What follows belongs to an exercise in optimizing a design on an open flow for small area, a short achievable clock period and few clock cycles; a production flow would make more cautious choices. Where RTL was checked, it was by simulation tests only, not by an equivalence proof against the original. Power is estimated from default activity; no workload was simulated.

==> 03-11: inputs <==
==> flow/design.v <==
module frame_block (
    input  wire        clk,
    input  wire        rst,
    input  wire        in_valid,
    input  wire [7:0]  in_data,
    output wire        in_ready,
    output wire        ovf,
    output wire        res_valid,
    input  wire        res_ack,
    output wire [3:0]  res_err,
    output wire [7:0]  res_dlen,
    output wire [31:0] res_msg_id,
    output wire [7:0]  res_ch_off,
    output wire [7:0]  res_ch_len,
    output wire [7:0]  res_ct_off,
    output wire [7:0]  res_ct_len,
    output wire [7:0]  res_pl_off,
    output wire [15:0] res_pl_len,
    output wire [31:0] res_crc_expected,
    output wire [31:0] res_crc_actual,
    input  wire [6:0]  rd_addr,
    output wire [7:0]  rd_data
);
    localparam CAP         = 128;
    localparam MAX_PAYLOAD = 100;
    localparam E_NONE      = 4'd0;
    localparam E_COBS_EOF  = 4'd2;
    localparam E_VERSION   = 4'd3;
    localparam E_LENGTH    = 4'd4;
    localparam E_CH_LONG   = 4'd5;
    localparam E_CT_LONG   = 4'd6;
    localparam E_CH_UTF8   = 4'd7;
    localparam E_CT_UTF8   = 4'd8;
    localparam E_PL_LEN    = 4'd9;
    localparam E_PL_LARGE  = 4'd10;
    localparam E_CRC       = 4'd11;
    localparam P_CSTR  = 4'd0;
    localparam P_TLEN  = 4'd1;
    localparam P_TSTR  = 4'd2;
    localparam P_PL0   = 4'd3;
    localparam P_PL1   = 4'd4;
    localparam P_PAY   = 4'd5;
    localparam P_CRC   = 4'd6;
    localparam P_END   = 4'd7;
    localparam P_TRAIL = 4'd8;
    reg        collecting;
    reg        pending;       
    reg        ovf_r;
    reg [7:0]  len;           
    reg [7:0]  cnt;           
    reg        zpend;         
    reg [6:0]  wr;            
    reg [6:0]  kturn;         
    reg [6:0]  slip;          
    reg        ver_ok;
    reg [7:0]  decl_lo;
    reg        decl_hi_nz;
    reg [31:0] msg_id;
    reg [7:0]  ch_len;
    reg [3:0]  phase;
    reg [7:0]  rem;
    reg [1:0]  u_need;
    reg [3:0]  u_rk;          
    reg        ch_bad, ct_bad;
    reg        p_big;
    reg [31:0] crc;
    reg [3:0]  err;
    reg [7:0]  ct_len, pl_off;
    reg [6:0]  pl_len;
    reg [31:0] crc_exp;
    reg [7:0]  ring [0:CAP-1];
    function [31:0] crc_byte(input [31:0] c, input [7:0] b);
        integer i;
        reg [31:0] r;
        begin
            r = c ^ {b, 24'h0};
            for (i = 0; i < 8; i = i + 1)
                r = r[31] ? ((r << 1) ^ 32'h04C11DB7) : (r << 1);
            crc_byte = r;
        end
    endfunction
    wire        take    = in_valid && in_ready;
    wire        is_code = (len == 8'd0) || (cnt == 8'd0);
    wire        b_zero  = (in_data == 8'h00);
    wire        full    = len[7];
    wire        store   = take && collecting && !b_zero && !full;
    wire [7:0]  d       = is_code ? 8'h00 : in_data;      
    wire        emit    = store && (!is_code || (zpend && len != 8'd0));
    wire        early   = (wr[6:3] == 4'd0);              
    wire        inline  = (slip == 7'd0);
    reg        u_bad;
    reg [1:0]  u_need_nx;
    reg [3:0]  u_rk_nx;
    always @(*) begin
        u_bad     = 1'b0;
        u_need_nx = 2'd0;
        u_rk_nx   = 4'd0;
        if (u_need != 2'd0) begin
            if (d[7:6] != 2'b10) u_bad = 1'b1;
            if (u_rk[0] && !d[5]) u_bad = 1'b1;
            if (u_rk[1] &&  d[5]) u_bad = 1'b1;
            if (u_rk[2] && d[5:4] == 2'b00) u_bad = 1'b1;
            if (u_rk[3] && d[5:4] != 2'b00) u_bad = 1'b1;
            u_need_nx = u_need - 2'd1;
        end else if (d <= 8'h7F) begin
            u_need_nx = 2'd0;
        end else if (d >= 8'hC2 && d <= 8'hDF) begin
            u_need_nx = 2'd1;
        end else if (d == 8'hE0) begin
            u_need_nx = 2'd2; u_rk_nx = 4'b0001;
        end else if (d == 8'hED) begin
            u_need_nx = 2'd2; u_rk_nx = 4'b0010;
        end else if (d >= 8'hE1 && d <= 8'hEF) begin
            u_need_nx = 2'd2;
        end else if (d == 8'hF0) begin
            u_need_nx = 2'd3; u_rk_nx = 4'b0100;
        end else if (d >= 8'hF1 && d <= 8'hF3) begin
            u_need_nx = 2'd3;
        end else if (d == 8'hF4) begin
            u_need_nx = 2'd3; u_rk_nx = 4'b1000;
        end else begin
            u_bad = 1'b1;
        end
    end
    wire        s_last  = (rem == 8'd1);
    wire        s_bad   = u_bad || (s_last && u_need_nx != 2'd0);
    reg [3:0]  err_nx;
    always @(*) begin
        if (cnt != 8'd0)                                        err_nx = E_COBS_EOF;
        else if (wr == 7'd0)                                    err_nx = E_LENGTH;
        else if (!ver_ok)                                       err_nx = E_VERSION;
        else if (wr < 7'd3 || decl_hi_nz ||
                 decl_lo != {1'b0, wr} - 8'd1)                  err_nx = E_LENGTH;
        else if (wr < 7'd7)                                     err_nx = E_LENGTH;
        else if (wr == 7'd7 || phase == P_CSTR)                 err_nx = E_CH_LONG;
        else if (ch_bad)                                        err_nx = E_CH_UTF8;
        else if (phase == P_TLEN || phase == P_TSTR)            err_nx = E_CT_LONG;
        else if (ct_bad)                                        err_nx = E_CT_UTF8;
        else if (phase != P_END && phase != P_TRAIL)            err_nx = E_PL_LEN;
        else if (pl_len > MAX_PAYLOAD)                          err_nx = E_PL_LARGE;
        else if (phase == P_TRAIL)                              err_nx = E_LENGTH;
        else if (crc != crc_exp)                                err_nx = E_CRC;
        else                                                    err_nx = E_NONE;
    end
    always @(posedge clk) begin
        ovf_r <= 1'b0;
        if (rst) begin
            collecting <= 1'b0;
            pending    <= 1'b0;
            len        <= 8'd0;
        end else begin
            if (pending && res_ack)
                pending <= 1'b0;
            if (take) begin
                if (!collecting) begin
                    if (b_zero) begin
                        collecting <= 1'b1;
                        len        <= 8'd0;
                    end
                end else if (b_zero) begin
                    if (len != 8'd0) begin
                        err        <= err_nx;
                        pending    <= 1'b1;
                        collecting <= 1'b0;
                        len        <= 8'd0;
                    end
                end else if (full) begin
                    ovf_r      <= 1'b1;
                    collecting <= 1'b0;
                    len        <= 8'd0;
                end else begin
                    len <= len + 8'd1;
                end
            end
        end
    end
    always @(posedge clk) begin
        if (store && len == 8'd0) begin
            kturn <= 7'd127;
            slip  <= 7'd0;
        end else begin
            kturn <= kturn + 7'd1;
            if (!emit)
                slip <= slip + 7'd1;
        end
    end
    always @(posedge clk) begin
        if (store) begin
            if (is_code) begin
                cnt   <= in_data - 8'd1;
                zpend <= (in_data != 8'hFF);
            end else begin
                cnt   <= cnt - 8'd1;
            end
            if (len == 8'd0)
                wr <= 7'd0;
            else if (emit)
                wr <= wr + 7'd1;
        end
    end
    always @(posedge clk) begin
        if (wr == 7'd0) ver_ok          <= (d == 8'h01);
        if (wr == 7'd1) decl_lo         <= d;
        if (wr == 7'd2) decl_hi_nz      <= (d != 8'h00);
        if (wr == 7'd3) msg_id[7:0]     <= d;
        if (wr == 7'd4) msg_id[15:8]    <= d;
        if (wr == 7'd5) msg_id[23:16]   <= d;
        if (wr == 7'd6) msg_id[31:24]   <= d;
        if (wr == 7'd7) ch_len          <= d;
    end
    integer ri;
    always @(posedge clk) begin
        ring[0] <= inline ? d : ring[CAP-1];
        for (ri = 1; ri < CAP; ri = ri + 1)
            ring[ri] <= ring[ri-1];
    end
    always @(posedge clk) begin
        if (store && len == 8'd0)
            crc <= 32'hFFFFFFFF;
        else if (emit) begin
            if (early || phase <= P_PAY)
                crc <= crc_byte(crc, d);
            if (early) begin
                if (wr == 7'd7) begin
                    rem    <= d;
                    phase  <= (d == 8'd0) ? P_TLEN : P_CSTR;
                    u_need <= 2'd0;
                    ch_bad <= 1'b0;
                end
            end else begin
                case (phase)
                P_CSTR: begin
                    u_need <= u_need_nx; u_rk <= u_rk_nx;
                    rem    <= rem - 8'd1;
                    if (s_bad) ch_bad <= 1'b1;
                    if (s_last) phase <= P_TLEN;
                end
                P_TLEN: begin
                    ct_len <= d;
                    rem    <= d;
                    phase  <= (d == 8'd0) ? P_PL0 : P_TSTR;
                    u_need <= 2'd0;
                    ct_bad <= 1'b0;
                end
                P_TSTR: begin
                    u_need <= u_need_nx; u_rk <= u_rk_nx;
                    rem    <= rem - 8'd1;
                    if (s_bad) ct_bad <= 1'b1;
                    if (s_last) phase <= P_PL0;
                end
                P_PL0: begin
                    rem   <= d;                  
                    phase <= P_PL1;
                end
                P_PL1: begin
                    pl_off <= {1'b0, wr} + 8'd1;
                    pl_len <= rem[6:0];
                    p_big  <= (d != 8'd0) || rem[7];
                    phase  <= (d == 8'd0 && rem == 8'd0) ? P_CRC : P_PAY;
                end
                P_PAY: begin
                    rem <= rem - 8'd1;
                    if (s_last && !p_big) phase <= P_CRC;
                end
                P_CRC: begin
                    crc_exp <= {d, crc_exp[31:8]};
                    rem     <= rem + 8'd1;
                    if (rem[1:0] == 2'd3) phase <= P_END;
                end
                default: phase <= P_TRAIL;
                endcase
            end
        end
    end
    wire [2:0]  al  = rd_addr[2:0];
    wire [3:0]  ah  = rd_addr[6:3];
    wire [2:0]  kl  = kturn[2:0];
    wire [3:0]  kh  = kturn[6:3];
    wire        bor = (al > kl);
    reg  [7:0]  lo_hot;
    reg  [15:0] e_hi, hi_hot;
    reg  [7:0]  rd_mux;
    wire [7:0]  ring_rd;
    wire [CAP*8-1:0] ring_flat;
    genvar      gf;
    generate
        for (gf = 0; gf < CAP; gf = gf + 1) begin : g_flat
            assign ring_flat[gf*8 +: 8] = ring[gf];
        end
    endgenerate
    frame_block_rdsel u_rdsel (
        .lo_hot(lo_hot), .hi_hot(hi_hot), .slots(ring_flat), .q(ring_rd)
    );
    integer     gi2, gj2;
    always @(*) begin
        for (gj2 = 0; gj2 < 8; gj2 = gj2 + 1)
            lo_hot[gj2] = (al == kl - gj2[2:0]);
        for (gi2 = 0; gi2 < 16; gi2 = gi2 + 1)
            e_hi[gi2] = (ah == kh - gi2[3:0]);
        for (gi2 = 0; gi2 < 16; gi2 = gi2 + 1)
            hi_hot[gi2] = bor ? e_hi[(gi2 + 1) % 16] : e_hi[gi2];
        case (al)
        3'd0: rd_mux = 8'h01;
        3'd1: rd_mux = decl_lo;
        3'd2: rd_mux = 8'h00;
        3'd3: rd_mux = msg_id[7:0];
        3'd4: rd_mux = msg_id[15:8];
        3'd5: rd_mux = msg_id[23:16];
        3'd6: rd_mux = msg_id[31:24];
        default: rd_mux = ch_len;
        endcase
        if (ah != 4'd0)
            rd_mux = ring_rd;
    end
    assign in_ready         = !(pending && collecting) &&
                              !(collecting && len != 8'd0 && !inline);
    assign ovf              = ovf_r;
    assign res_valid        = pending;
    assign res_err          = err;
    assign res_dlen         = {1'b0, wr};
    assign res_msg_id       = msg_id;
    assign res_ch_off       = 8'd8;
    assign res_ch_len       = ch_len;
    assign res_ct_off       = ch_len + 8'd9;
    assign res_ct_len       = ct_len;
    assign res_pl_off       = pl_off;
    assign res_pl_len       = {9'd0, pl_len};
    assign res_crc_expected = crc_exp;
    assign res_crc_actual   = crc;
    assign rd_data          = rd_mux;
endmodule
module frame_block_rdsel (
    input  wire [7:0]    lo_hot,
    input  wire [15:0]   hi_hot,
    input  wire [1023:0] slots,
    output reg  [7:0]    q
);
    reg [7:0] grp;
    integer   h, i;
    always @(*) begin
        q = 8'h00;
        for (h = 0; h < 16; h = h + 1) begin
            grp = 8'h00;
            for (i = 0; i < 8; i = i + 1)
                grp = grp | ({8{lo_hot[i]}} & slots[(h * 8 + i) * 8 +: 8]);
            q = q | ({8{hi_hot[h]}} & grp);
        end
    end
endmodule
==> flow/flow/run.sh <==
#!/bin/bash
# The standard layout (standard.sh: standard synthesis, floorplan, place,
# CTS, route), with one change: buffer_ports makes the port buffers from the
# smallest buffer cell instead of the cell it picks by itself. Repair still
# resizes the buffers on critical ports. The full make output goes to
# standard_flow.log; ORFS's per-step logs stay under orfs/logs/.
set -euo pipefail
export BUFFER_PORTS_ARGS="-buffer_cell sky130_fd_sc_hd__buf_1"
bash standard.sh finish > standard_flow.log 2>&1
==> flow/standard.sh <==
#!/bin/bash
# synth_recipe.tcl (not shown) runs the flow's synth.tcl, then flattens the netlist and writes it again
# the make line also repeats each setting of config.mk as NAME=value (left out here)
make -C /OpenROAD-flow-scripts/flow DESIGN_CONFIG=/design/flow/config.mk WORK_HOME=/design/flow/orfs CLKGATE_MAP_FILE= SYNTH_SCRIPT=/design/flow/synth_recipe.tcl "${@:-finish}"
==> flow/config.mk <==
export PLATFORM = sky130hd
export DESIGN_NAME = frame_block
export DESIGN_NICKNAME = frame_block
export VERILOG_FILES = /design/flow/design.v
export SDC_FILE = /design/flow/constraint.sdc
export NUM_CORES = 4
export LEC_CHECK = 0
export CAP_MARGIN = 30
export CORE_MARGIN = 2
export CORE_UTILIZATION = 40
export CTS_BUF_LIST = sky130_fd_sc_hd__clkbuf_8 sky130_fd_sc_hd__clkbuf_16
export CTS_CLUSTER_DIAMETER = 80
export CTS_CLUSTER_SIZE = 20
export PLACE_DENSITY = 0.75
export SETUP_SLACK_MARGIN = 4
export SLEW_MARGIN = 30
export SYNTH_HIERARCHICAL = 1
export SYNTH_MINIMUM_KEEP_SIZE = 0
==> flow/constraint.sdc <==
create_clock -name core_clock -period 9.0 [get_ports {clk}]
set_input_delay 1.8000 -clock core_clock [delete_from_list [all_inputs] [get_ports {clk}]]
set_output_delay 1.8000 -clock core_clock [all_outputs]
set_load 0.01 [all_outputs]
==> inputs of 08-03, as changes to 03-11 <==
--- a/flow/design.v
+++ b/flow/design.v
@@ -51,6 +51,4 @@
     reg        zpend;         
     reg [6:0]  wr;            
-    reg [6:0]  kturn;         
-    reg [6:0]  slip;          
     reg        ver_ok;
     reg [7:0]  decl_lo;
@@ -69,5 +67,5 @@
     reg [6:0]  pl_len;
     reg [31:0] crc_exp;
-    reg [7:0]  ring [0:CAP-1];
+    reg [7:0]  buffer [8:CAP-2];
     function [31:0] crc_byte(input [31:0] c, input [7:0] b);
         integer i;
@@ -88,5 +86,4 @@
     wire        emit    = store && (!is_code || (zpend && len != 8'd0));
     wire        early   = (wr[6:3] == 4'd0);              
-    wire        inline  = (slip == 7'd0);
     reg        u_bad;
     reg [1:0]  u_need_nx;
@@ -176,14 +173,4 @@
     end
     always @(posedge clk) begin
-        if (store && len == 8'd0) begin
-            kturn <= 7'd127;
-            slip  <= 7'd0;
-        end else begin
-            kturn <= kturn + 7'd1;
-            if (!emit)
-                slip <= slip + 7'd1;
-        end
-    end
-    always @(posedge clk) begin
         if (store) begin
             if (is_code) begin
@@ -209,10 +196,11 @@
         if (wr == 7'd7) ch_len          <= d;
     end
-    integer ri;
-    always @(posedge clk) begin
-        ring[0] <= inline ? d : ring[CAP-1];
-        for (ri = 1; ri < CAP; ri = ri + 1)
-            ring[ri] <= ring[ri-1];
-    end
+    genvar gi;
+    generate
+        for (gi = 8; gi < CAP - 1; gi = gi + 1) begin : g_buf
+            always @(posedge clk)
+                if (wr == gi) buffer[gi] <= d;
+        end
+    endgenerate
     always @(posedge clk) begin
         if (store && len == 8'd0)
@@ -273,46 +261,36 @@
         end
     end
-    wire [2:0]  al  = rd_addr[2:0];
-    wire [3:0]  ah  = rd_addr[6:3];
-    wire [2:0]  kl  = kturn[2:0];
-    wire [3:0]  kh  = kturn[6:3];
-    wire        bor = (al > kl);
-    reg  [7:0]  lo_hot;
-    reg  [15:0] e_hi, hi_hot;
-    reg  [7:0]  rd_mux;
-    wire [7:0]  ring_rd;
-    wire [CAP*8-1:0] ring_flat;
-    genvar      gf;
+    wire [7:0] row [0:127];
+    assign row[0] = 8'h01;
+    assign row[1] = decl_lo;
+    assign row[2] = 8'h00;
+    assign row[3] = msg_id[7:0];
+    assign row[4] = msg_id[15:8];
+    assign row[5] = msg_id[23:16];
+    assign row[6] = msg_id[31:24];
+    assign row[7] = ch_len;
+    assign row[127] = 8'h00;
+    genvar gr;
     generate
-        for (gf = 0; gf < CAP; gf = gf + 1) begin : g_flat
-            assign ring_flat[gf*8 +: 8] = ring[gf];
+        for (gr = 8; gr < CAP - 1; gr = gr + 1) begin : g_row
+            assign row[gr] = buffer[gr];
         end
     endgenerate
-    frame_block_rdsel u_rdsel (
-        .lo_hot(lo_hot), .hi_hot(hi_hot), .slots(ring_flat), .q(ring_rd)
-    );
+    wire [15:0]  lo_hot = 16'd1 << rd_addr[3:0];
+    wire [7:0] hi_hot = 8'd1 << rd_addr[6:4];
+    reg  [7:0]  grp [0:7];
+    reg  [7:0]  rd_mux;
     integer     gi2, gj2;
     always @(*) begin
-        for (gj2 = 0; gj2 < 8; gj2 = gj2 + 1)
-            lo_hot[gj2] = (al == kl - gj2[2:0]);
-        for (gi2 = 0; gi2 < 16; gi2 = gi2 + 1)
-            e_hi[gi2] = (ah == kh - gi2[3:0]);
-        for (gi2 = 0; gi2 < 16; gi2 = gi2 + 1)
-            hi_hot[gi2] = bor ? e_hi[(gi2 + 1) % 16] : e_hi[gi2];
-        case (al)
-        3'd0: rd_mux = 8'h01;
-        3'd1: rd_mux = decl_lo;
-        3'd2: rd_mux = 8'h00;
-        3'd3: rd_mux = msg_id[7:0];
-        3'd4: rd_mux = msg_id[15:8];
-        3'd5: rd_mux = msg_id[23:16];
-        3'd6: rd_mux = msg_id[31:24];
-        default: rd_mux = ch_len;
-        endcase
-        if (ah != 4'd0)
-            rd_mux = ring_rd;
+        for (gi2 = 0; gi2 < 8; gi2 = gi2 + 1) begin
+            grp[gi2] = 8'h00;
+            for (gj2 = 0; gj2 < 16; gj2 = gj2 + 1)
+                grp[gi2] = grp[gi2] | ({8{lo_hot[gj2]}} & row[gi2 * 16 + gj2]);
+        end
+        rd_mux = 8'h00;
+        for (gi2 = 0; gi2 < 8; gi2 = gi2 + 1)
+            rd_mux = rd_mux | ({8{hi_hot[gi2]}} & grp[gi2]);
     end
-    assign in_ready         = !(pending && collecting) &&
-                              !(collecting && len != 8'd0 && !inline);
+    assign in_ready         = !(pending && collecting);
     assign ovf              = ovf_r;
     assign res_valid        = pending;
@@ -330,20 +308,2 @@
     assign rd_data          = rd_mux;
 endmodule
-module frame_block_rdsel (
-    input  wire [7:0]    lo_hot,
-    input  wire [15:0]   hi_hot,
-    input  wire [1023:0] slots,
-    output reg  [7:0]    q
-);
-    reg [7:0] grp;
-    integer   h, i;
-    always @(*) begin
-        q = 8'h00;
-        for (h = 0; h < 16; h = h + 1) begin
-            grp = 8'h00;
-            for (i = 0; i < 8; i = i + 1)
-                grp = grp | ({8{lo_hot[i]}} & slots[(h * 8 + i) * 8 +: 8]);
-            q = q | ({8{hi_hot[h]}} & grp);
-        end
-    end
-endmodule
- SYNTH_HIERARCHICAL: 1 -> default
- SYNTH_MINIMUM_KEEP_SIZE: 0 -> default
==> inputs of 06-19, as changes to 03-11 <==
--- a/flow/design.v
+++ b/flow/design.v
@@ -51,6 +51,4 @@
     reg        zpend;         
     reg [6:0]  wr;            
-    reg [6:0]  kturn;         
-    reg [6:0]  slip;          
     reg        ver_ok;
     reg [7:0]  decl_lo;
@@ -69,5 +67,5 @@
     reg [6:0]  pl_len;
     reg [31:0] crc_exp;
-    reg [7:0]  ring [0:CAP-1];
+    reg [7:0]  buffer [8:CAP-2];
     function [31:0] crc_byte(input [31:0] c, input [7:0] b);
         integer i;
@@ -88,5 +86,4 @@
     wire        emit    = store && (!is_code || (zpend && len != 8'd0));
     wire        early   = (wr[6:3] == 4'd0);              
-    wire        inline  = (slip == 7'd0);
     reg        u_bad;
     reg [1:0]  u_need_nx;
@@ -176,14 +173,4 @@
     end
     always @(posedge clk) begin
-        if (store && len == 8'd0) begin
-            kturn <= 7'd127;
-            slip  <= 7'd0;
-        end else begin
-            kturn <= kturn + 7'd1;
-            if (!emit)
-                slip <= slip + 7'd1;
-        end
-    end
-    always @(posedge clk) begin
         if (store) begin
             if (is_code) begin
@@ -209,10 +196,11 @@
         if (wr == 7'd7) ch_len          <= d;
     end
-    integer ri;
-    always @(posedge clk) begin
-        ring[0] <= inline ? d : ring[CAP-1];
-        for (ri = 1; ri < CAP; ri = ri + 1)
-            ring[ri] <= ring[ri-1];
-    end
+    genvar gi;
+    generate
+        for (gi = 8; gi < CAP - 1; gi = gi + 1) begin : g_buf
+            always @(posedge clk)
+                if (wr == gi) buffer[gi] <= d;
+        end
+    endgenerate
     always @(posedge clk) begin
         if (store && len == 8'd0)
@@ -273,46 +261,19 @@
         end
     end
-    wire [2:0]  al  = rd_addr[2:0];
-    wire [3:0]  ah  = rd_addr[6:3];
-    wire [2:0]  kl  = kturn[2:0];
-    wire [3:0]  kh  = kturn[6:3];
-    wire        bor = (al > kl);
-    reg  [7:0]  lo_hot;
-    reg  [15:0] e_hi, hi_hot;
-    reg  [7:0]  rd_mux;
-    wire [7:0]  ring_rd;
-    wire [CAP*8-1:0] ring_flat;
-    genvar      gf;
-    generate
-        for (gf = 0; gf < CAP; gf = gf + 1) begin : g_flat
-            assign ring_flat[gf*8 +: 8] = ring[gf];
-        end
-    endgenerate
-    frame_block_rdsel u_rdsel (
-        .lo_hot(lo_hot), .hi_hot(hi_hot), .slots(ring_flat), .q(ring_rd)
-    );
-    integer     gi2, gj2;
+    wire [127:0] rsel = 128'd1 << rd_addr;
+    reg  [7:0]   rd_mux;
+    integer      ri;
     always @(*) begin
-        for (gj2 = 0; gj2 < 8; gj2 = gj2 + 1)
-            lo_hot[gj2] = (al == kl - gj2[2:0]);
-        for (gi2 = 0; gi2 < 16; gi2 = gi2 + 1)
-            e_hi[gi2] = (ah == kh - gi2[3:0]);
-        for (gi2 = 0; gi2 < 16; gi2 = gi2 + 1)
-            hi_hot[gi2] = bor ? e_hi[(gi2 + 1) % 16] : e_hi[gi2];
-        case (al)
-        3'd0: rd_mux = 8'h01;
-        3'd1: rd_mux = decl_lo;
-        3'd2: rd_mux = 8'h00;
-        3'd3: rd_mux = msg_id[7:0];
-        3'd4: rd_mux = msg_id[15:8];
-        3'd5: rd_mux = msg_id[23:16];
-        3'd6: rd_mux = msg_id[31:24];
-        default: rd_mux = ch_len;
-        endcase
-        if (ah != 4'd0)
-            rd_mux = ring_rd;
+        rd_mux = ({8{rsel[0]}} & 8'h01)
+               | ({8{rsel[1]}} & decl_lo)
+               | ({8{rsel[3]}} & msg_id[7:0])
+               | ({8{rsel[4]}} & msg_id[15:8])
+               | ({8{rsel[5]}} & msg_id[23:16])
+               | ({8{rsel[6]}} & msg_id[31:24])
+               | ({8{rsel[7]}} & ch_len);
+        for (ri = 8; ri < CAP - 1; ri = ri + 1)
+            rd_mux = rd_mux | ({8{rsel[ri]}} & buffer[ri]);
     end
-    assign in_ready         = !(pending && collecting) &&
-                              !(collecting && len != 8'd0 && !inline);
+    assign in_ready         = !(pending && collecting);
     assign ovf              = ovf_r;
     assign res_valid        = pending;
@@ -330,20 +291,2 @@
     assign rd_data          = rd_mux;
 endmodule
-module frame_block_rdsel (
-    input  wire [7:0]    lo_hot,
-    input  wire [15:0]   hi_hot,
-    input  wire [1023:0] slots,
-    output reg  [7:0]    q
-);
-    reg [7:0] grp;
-    integer   h, i;
-    always @(*) begin
-        q = 8'h00;
-        for (h = 0; h < 16; h = h + 1) begin
-            grp = 8'h00;
-            for (i = 0; i < 8; i = i + 1)
-                grp = grp | ({8{lo_hot[i]}} & slots[(h * 8 + i) * 8 +: 8]);
-            q = q | ({8{hi_hot[h]}} & grp);
-        end
-    end
-endmodule
==> flow/run.sh (new file) <==
#!/bin/bash
# synth_recipe.tcl (not shown) runs the flow's synth.tcl, then flattens the netlist and writes it again
# the make line also repeats each setting of config.mk as NAME=value (left out here)
make -C /OpenROAD-flow-scripts/flow DESIGN_CONFIG=/design/flow/config.mk WORK_HOME=/design/flow/orfs CLKGATE_MAP_FILE= SYNTH_SCRIPT=/design/flow/synth_recipe.tcl finish
- CTS_BUF_LIST: sky130_fd_sc_hd__clkbuf_8 sky130_fd_sc_hd__clkbuf_16 -> sky130_fd_sc_hd__clkbuf_4 sky130_fd_sc_hd__clkbuf_8
- CTS_CLUSTER_DIAMETER: 80 -> default
- CTS_CLUSTER_SIZE: 20 -> default
- PLACE_DENSITY: 0.75 -> 0.6
- SETUP_SLACK_MARGIN: 4 -> 3
- SYNTH_HIERARCHICAL: 1 -> default
- SYNTH_MINIMUM_KEEP_SIZE: 0 -> default
removed: flow/flow/run.sh
removed: flow/standard.sh
==> comparison <==
- 03-11 completed without violations. 08-03 ran to the end with no violations. 06-19 completed with no timing, DRC or antenna violations.
- Final cell count: 03-11 < 08-03 < 06-19.
- In 06-19 the routed wire length is larger than in 08-03, by 45%.
- Die area, lowest first: 03-11, 08-03, 06-19.
- Synthesized cell count: 06-19 is larger than 03-11 (3.6%).
- The lowest power belongs to 08-03, the highest to 03-11.
- Against 08-03, the maximum frequency of 06-19 is lower by 5.1%.
- Global-route usage, highest first: 06-19, 08-03, 03-11.
==> figures <==
Outcome: 08-03 no timing/DRC/antenna violations; 06-19 no timing/DRC/antenna violations; 03-11 no timing/DRC/antenna violations
Clkbuf count: 08-03 72; 06-19 246; 03-11 74
Distinct cell type count after synthesis: 08-03 69; 06-19 100; 03-11 80
HP Start: 08-03 crc_exp[8]; 06-19 len[0]; 03-11 ring[51][1]
Initial cell density of the core: 08-03 40.2%; 06-19 40.4%; 03-11 40.2%
Number of inserted diodes: 08-03 7; 06-19 9; 03-11 1
Post-Synthesis Cell Area: 08-03 0.0443 sq mm; 06-19 0.0463 sq mm; 03-11 0.0380 sq mm
Clock insertion delay at the later pin of the skew report: 08-03 0.68 ns; 06-19 0.90 ns; 03-11 0.64 ns
Most common library cell in the layout ignoring fill and taps: 08-03 sky130_fd_sc_hd__edfxtp_1; 06-19 sky130_fd_sc_hd__edfxtp_1; 03-11 sky130_fd_sc_hd__dfxtp_1
Global-route wire length before repair: 08-03 194,000 um; 06-19 270,000 um; 03-11 161,000 um
First-pass iteration count of the detailed router: 08-03 9; 06-19 11; 03-11 7
GP Congestion: 08-03 0.918; 06-19 1.08; 03-11 0.919
Fraction of area in registers: 08-03 66.2%; 06-19 58.9%; 03-11 58.8%
Met2 wire length: 08-03 62,600 um; 06-19 80,500 um; 03-11 51,400 um
M1 WL: 08-03 47,600 um; 06-19 69,700 um; 03-11 43,700 um
Testbench counts of 03-11, summed over its fixed seeds: cycles 12,749.
Testbench counts of 08-03, summed over its fixed seeds: cycles 12,749.
No functional check of the RTL was part of 06-19.

[port drivers added, routing unchanged]
How much do the figures lean on ideal ports? The routed layouts below were timed once more, with nothing changed but the port constraints. Step 1: set_driving_cell puts a clkbuf_16 on clk and a buf_2 on each other input, an assumption about the parent block. Step 2 also shifts input and output timing later by t, the mid clock arrival at the registers, as if the neighbouring blocks saw the same clock. Slacks: no drivers / after step 1 / after step 2; pairs: no drivers / after step 1.
run | t (ns) | slack for setup (ns) | worst data-port slew with drivers (ns)
03-11 | 0.693 | 2.461 / 2.428 / 2.428 | 0.07
08-03 | 0.724 | 2.852 / 2.700 / 2.700 | 0.23
06-19 | 0.958 | 2.523 / 2.392 / 2.392 | 0.20
After both steps every run listed still meets setup and hold. The setup slack of 08-03, which loses most, moves by -0.152 ns with the drivers and by -0.152 ns with both steps.
